Source: an optimization exercise on an open RTL-to-GDS flow (aim: small area, a short achievable clock period and few clock cycles per item). Production flows keep margins and buffers that such runs may drop.
RTL that was checked went through simulation tests only; none was proved equivalent to the original.

==> inputs of run a <==
==> flow/design.v (excerpt) <==
module jacobi_unit #(
    parameter integer W = 128,
    parameter integer K = 3       
) (
    input  wire         clk,
    input  wire         rst,      
    input  wire         start,
    input  wire [W-1:0] a,
    input  wire [W-1:0] n,
    output reg          ready,
    output reg          done,
    output reg          fault,
    output reg  [1:0]   j
);
    reg         run;      
    reg [W:0]   x_q;      
    reg [W-1:0] n_q;
    reg         neg_q;    
    wire accept = ready && start;
    wire x_zero = (x_q == {(W+1){1'b0}});
    wire x_one = (x_q == {{W{1'b0}}, 1'b1});
    wire fin   = x_zero || x_one;
    wire         odd = x_q[0];
    wire [W:0]   d   = x_q - {1'b0, n_q & {W{odd}}};
    wire         dneg = d[W];
    reg  [2:0]   s;
    integer i;
    always @* begin
        s = K;
        for (i = K; i >= 1; i = i - 1)
            if (d[i]) s = i;
    end
    wire         big = (d[K:1] == {K{1'b0}});
    wire         inv = dneg && !big;
    wire [W:0]   ds = $signed(d) >>> s;
    wire [W:0]   v  = {ds[W:1] ^ {W{inv}}, ds[0] | inv};
    wire         swap = odd && dneg;
    wire [2:0]   m8    = swap ? x_q[2:0] : n_q[2:0];
    wire         m8_35 = (m8 == 3'd3) || (m8 == 3'd5);
    wire         recip = (x_q[1:0] == 2'd3) && (n_q[1:0] == 2'd3);
    wire         flip  = (swap && recip) ^ (s[0] && m8_35);
    wire         bad_in  = !n[0] || (n[W-1:1] == {(W-1){1'b0}});
    wire         a_hi0   = (a[W-1:1] == {(W-1){1'b0}});
    wire         fin_in  = bad_in || a_hi0;        
    always @(posedge clk) begin
        if (rst) begin
            run   <= 1'b0;
            ready <= 1'b1;
            done  <= 1'b0;
            fault <= 1'b0;
            j     <= 2'b00;
  ...
==> module jacobi_unit, before the edit <==
module jacobi_unit #(
    parameter integer W = 128,
    parameter integer K = 3       
) (
    input  wire         clk,
    input  wire         rst,      
    input  wire         start,
    input  wire [W-1:0] a,
    input  wire [W-1:0] n,
    output reg          ready,
    output reg          done,
    output reg          fault,
    output reg  [1:0]   j
);
    reg         run;      
    reg [W:0]   x_q;      
    reg [W-1:0] n_q;
    reg         neg_q;    
    wire accept = ready && start;
    wire x_zero = (x_q == {(W+1){1'b0}});
    wire x_one = (x_q == {{W{1'b0}}, 1'b1});
    wire fin   = x_zero || x_one;
    wire         odd = x_q[0];
    wire [W:0]   d   = x_q - {1'b0, n_q & {W{odd}}};
    wire         dneg = d[W];
    reg  [2:0]   s;
    integer i;
    always @* begin
        s = K;
        for (i = K; i >= 1; i = i - 1)
            if (d[i]) s = i;
    end
    wire         big = (d[K:1] == {K{1'b0}});
    wire         inv = dneg && !big;
    wire [W:0]   ds = $signed(d) >>> s;
    wire [W:0]   v  = {ds[W:1] ^ {W{inv}}, ds[0] | inv};
    wire         swap = odd && dneg;
    wire [2:0]   m8    = swap ? x_q[2:0] : n_q[2:0];
    wire         m8_35 = (m8 == 3'd3) || (m8 == 3'd5);
    wire         recip = (x_q[1:0] == 2'd3) && (n_q[1:0] == 2'd3);
    wire         flip  = (swap && recip) ^ (s[0] && m8_35);
    wire         bad_in  = !n[0] || (n[W-1:1] == {(W-1){1'b0}});
    wire         a_hi0   = (a[W-1:1] == {(W-1){1'b0}});
    wire         fin_in  = bad_in || a_hi0;        
    always @(posedge clk) begin
        if (rst) begin
            run   <= 1'b0;
            ready <= 1'b1;
            done  <= 1'b0;
            fault <= 1'b0;
            j     <= 2'b00;
        end else begin
            done <= 1'b0;
            if (accept) begin
                x_q   <= {1'b0, a};
                n_q   <= n;
                neg_q <= 1'b0;
                run   <= !fin_in;
                ready <= fin_in;
                if (fin_in) begin
                    done  <= 1'b1;
                    fault <= bad_in;
                    j     <= (!bad_in && a[0]) ? 2'b01 : 2'b00;
                end
            end else if (run) begin
                x_q   <= v;
                if (swap) n_q <= x_q[W-1:0];
                neg_q <= neg_q ^ flip;
                if (fin) begin
                    run   <= 1'b0;
                    ready <= 1'b1;
                    done  <= 1'b1;
                    fault <= 1'b0;
                    j     <= x_one ? (neg_q ? 2'b11 : 2'b01) : 2'b00;
                end
            end
        end
    end
endmodule
export LEC_CHECK = 0
export CAP_MARGIN = 20
export CORE_MARGIN = 2
export CORE_UTILIZATION = 40
export SLEW_MARGIN = 20
create_clock -name core_clock -period 10.0 [get_ports {clk}]
run.sh (not shown) runs the stock make flow with config.mk's settings and CLKGATE_MAP_FILE= SYNTH_SCRIPT=/design/flow/synth_recipe.tcl, a recipe that flattens the netlist after the stock synthesis.
==> run b (differences from run a) <==
==> flow/design.v (replaced) <==
module jacobi_unit #(
    parameter integer W = 128,
    parameter integer K = 5       
) (
    input  wire         clk,
    input  wire         rst,      
    input  wire         start,
    input  wire [W-1:0] a,
    input  wire [W-1:0] n,
    output wire         ready,
    output reg          done,
    output reg          fault,
    output reg  [1:0]   j
);
    reg         run;      
    reg         bad_q;    
    reg [W:0]   x_q;      
    reg [W-1:0] n_q;
    reg         neg_q;    
    wire x_zero = (x_q == {(W+1){1'b0}});
    wire x_one  = (x_q == {{W{1'b0}}, 1'b1});
    wire fin    = bad_q || x_zero || x_one;
    assign ready = !run || fin;
    wire accept = ready && start;
    wire         odd = x_q[0];
    wire [W:0]   d;
    wire         dneg;
    jacobi_sub #(.N(W + 1)) u_sub (
        .x(x_q), .y({1'b0, n_q & {W{odd}}}), .d(d), .neg(dneg)
    );
    reg  [2:0]   s;
    integer i;
    always @* begin
        s = K;
        for (i = K; i >= 1; i = i - 1)
            if (d[i]) s = i;
    end
    wire         big = (d[K:1] == {K{1'b0}});
    wire         inv = dneg && !big;
    wire [W+K:0] dx = {{K{dneg}}, d} >> s;     
    wire [W:0]   ds = dx[W:0];
    wire [W:0]   v  = {ds[W:1] ^ {W{inv}}, ds[0] | inv};
    wire         swap = odd && dneg;
    wire [2:0]   m8    = swap ? x_q[2:0] : n_q[2:0];
    wire         m8_35 = (m8 == 3'd3) || (m8 == 3'd5);
    wire         recip = (x_q[1:0] == 2'd3) && (n_q[1:0] == 2'd3);
    wire         flip  = (swap && recip) ^ (s[0] && m8_35);
    wire         bad_in = !n[0] || (n[W-1:1] == {(W-1){1'b0}});
    always @(posedge clk) begin
        x_q   <= accept ? {1'b0, a} : v;
        neg_q <= accept ? 1'b0 : (neg_q ^ flip);
    end
    always @(posedge clk) begin
        if (rst) begin
            run   <= 1'b0;
            done  <= 1'b0;
            fault <= 1'b0;
            j     <= 2'b00;
        end else begin
            done <= run && fin;
            if (run && fin) begin
                fault <= bad_q;
                j     <= (!bad_q && x_one) ? (neg_q ? 2'b11 : 2'b01) : 2'b00;
            end
            if (accept) begin
                run   <= 1'b1;
                bad_q <= bad_in;
                n_q   <= n;
            end else if (run && fin) begin
                run   <= 1'b0;
            end else if (run && swap) begin
                n_q   <= x_q[W-1:0];
            end
        end
    end
endmodule
module jacobi_sub #(
    parameter integer N = 129
) (
    input  wire [N-1:0] x,
    input  wire [N-1:0] y,
    output wire [N-1:0] d,
    output wire         neg
);
    reg [N:0] g, p;
    integer i, l;
    always @* begin
        g[0] = 1'b1;
        p[0] = 1'b0;
        for (i = 0; i < N; i = i + 1) begin
            g[i + 1] = x[i] & ~y[i];
            p[i + 1] = x[i] ^ ~y[i];
        end
        for (l = 1; l <= N; l = l * 2)
            for (i = 2 * l - 1; i <= N; i = i + 2 * l) begin
                g[i] = g[i] | (p[i] & g[i - l]);
                p[i] = p[i] & p[i - l];
            end
        for (l = 1024; l >= 1; l = l / 2)    
            for (i = 3 * l - 1; i <= N; i = i + 2 * l) begin
                g[i] = g[i] | (p[i] & g[i - l]);
                p[i] = p[i] & p[i - l];
            end
    end
    assign d   = x ^ ~y ^ g[N-1:0];
    assign neg = d[N-1];
endmodule
==> flow/flow/run.sh (new file) <==
#!/bin/bash
# The standard layout (the standard.sh, standard synthesis included),
# with one change: the buffer that ORFS puts on every input and output port
# is sky130_fd_sc_hd__buf_1 instead of the one buffer_ports picks itself
# (clkdlybuf4s50_1, a delay cell of more than twice the area).
# make's full output goes to make.log here; ORFS's per-step logs stay
# under orfs/logs/.
set -euo pipefail
bash standard.sh "BUFFER_PORTS_ARGS=-buffer_cell sky130_fd_sc_hd__buf_1" finish > make.log 2>&1
==> flow/standard.sh (new file) <==
#!/bin/bash
# synth_recipe.tcl (not shown) runs the flow's synth.tcl, then flattens the netlist and writes it again
# the make line also repeats each setting of config.mk as NAME=value (left out here)
make -C /OpenROAD-flow-scripts/flow DESIGN_CONFIG=/design/flow/config.mk WORK_HOME=/design/flow/orfs CLKGATE_MAP_FILE= SYNTH_SCRIPT=/design/flow/synth_recipe.tcl "${@:-finish}"
Settings changed: CORE_UTILIZATION 40 to 60, CTS_CLUSTER_DIAMETER set to 80, CTS_CLUSTER_SIZE set to 35, SETUP_SLACK_MARGIN set to 5, TNS_END_PERCENT set to 5.
removed: flow/run.sh
==> run c (differences from run a) <==
==> flow/design.v (replaced) <==
module jacobi_unit #(
    parameter integer W = 128
) (
    input  wire         clk,
    input  wire         rst,      
    input  wire         start,
    input  wire [W-1:0] a,
    input  wire [W-1:0] n,
    output wire         ready,
    output reg          done,
    output reg          fault,
    output reg  [1:0]   j
);
    reg         busy;
    reg [W-1:0] a_q;
    reg [W-1:0] n_q;
    reg         neg_q;    
    assign ready = !busy;
    wire         a_zero = (a_q == {W{1'b0}});
    wire         n_one  = (n_q == {{(W-1){1'b0}}, 1'b1});
    wire         a_ge_n = (a_q >= n_q);
    wire [W-1:0] a_sub  = a_q - n_q;
    wire [W-1:0] n_sub  = n_q - a_q;
    wire         flip_half = (n_q[2:0] == 3'd3) || (n_q[2:0] == 3'd5);
    wire         flip_swap = (a_q[1:0] == 2'd3) && (n_q[1:0] == 2'd3);
    always @(posedge clk) begin
        if (rst) begin
            busy  <= 1'b0;
            done  <= 1'b0;
            fault <= 1'b0;
            j     <= 2'b00;
        end else begin
            done <= 1'b0;
            if (!busy) begin
                if (start) begin
                    if (!n[0] || n < 3) begin
                        fault <= 1'b1;
                        j     <= 2'b00;
                        done  <= 1'b1;
                    end else begin
                        fault <= 1'b0;
                        a_q   <= a;
                        n_q   <= n;
                        neg_q <= 1'b0;
                        busy  <= 1'b1;
                    end
                end
            end else if (a_zero) begin
                busy <= 1'b0;
                done <= 1'b1;
                j    <= !n_one ? 2'b00 : (neg_q ? 2'b11 : 2'b01);
            end else if (!a_q[0]) begin
                a_q <= a_q >> 1;
                if (flip_half) neg_q <= !neg_q;
            end else if (a_ge_n) begin
                a_q <= a_sub;
            end else begin
                a_q <= n_sub;
                n_q <= a_q;
                if (flip_swap) neg_q <= !neg_q;
            end
        end
    end
endmodule
==> summary.txt <==
The number of flip-flops under the largest register name came out at 129. The initial core utilization came out at 0.4027. The met2 demand-to-capacity share in global routing is 0.5155. The run finished with no timing, DRC or antenna violations. The count of mapped cells out of synthesis came out at 3398.
-- figures above: run a

==> summary.txt <==
The run finished with no timing, DRC or antenna violations. The initial core utilization came out at 0.6078. The met2 demand-to-capacity share in global routing is 0.5341. For this floorplan the total number of well-tap instances is between 400 and 500. Counting every instance in the synthesized netlist gives approximately 2700.

The clock latency of the later-clocked register in the worst-skew pair came out at 0.54 ns. The number of flip-flops under the largest register name came out at 129.
-- figures above: run b

==> summary.txt <==
The share of synthesized area occupied by flip-flops and latches is 0.2554. The pre-antenna-repair detailed-routing pass consisted of 6 iterations. The dominant register cell in the synthesized netlist is edfxtp_1. In the synthesized netlist, the number of instances is 3970. The worst hold path belongs to the class register to register.

The count of cell types in the netlist came out at 85. The flow ran to the end and the layout has no timing, DRC or antenna violations. The initial core utilization came out at 0.4037.
-- figures above: run c

Testbench counts of run b, summed over its fixed seeds: cycles 94,553, items 1,024.
The RTL of run a and run c was laid out without a check of its function.

==> port drivers added, routing unchanged <==
The results above use ideal ports. As a check the final layouts listed here were re-extracted and re-timed, cells and wires unchanged. Step 1: set_driving_cell puts a clkbuf_16 on clk and a buf_2 on each other input, an assumption about the parent block. Step 2, shift: input delay + t, output delay - t, t = (earliest + latest rising clock arrival at the registers) / 2. This alone moves slack from input paths to output paths. a / b / c = ideal / step 1 / step 2; a / b = the first two.
| run | shift t [ns] | slack for setup (ns) | slew at the worst register clock pin (ns) | worst slew at a driven data input, ns |
|---|---|---|---|---|
| run a | 0.685 | 3.659 / 3.659 / 3.659 | 0.07 / 0.07 | 0.09 |
| run b | 0.587 | 4.824 / 4.822 / 4.824 | 0.09 / 0.09 | 0.07 |
| run c | 0.683 | 3.457 / 3.457 / 3.298 | 0.08 / 0.08 | 0.06 |
After both steps setup and hold are still met in every run listed. For run c, which loses most, drivers alone change the setup slack by 0.000 ns; drivers and shift together by -0.159 ns.
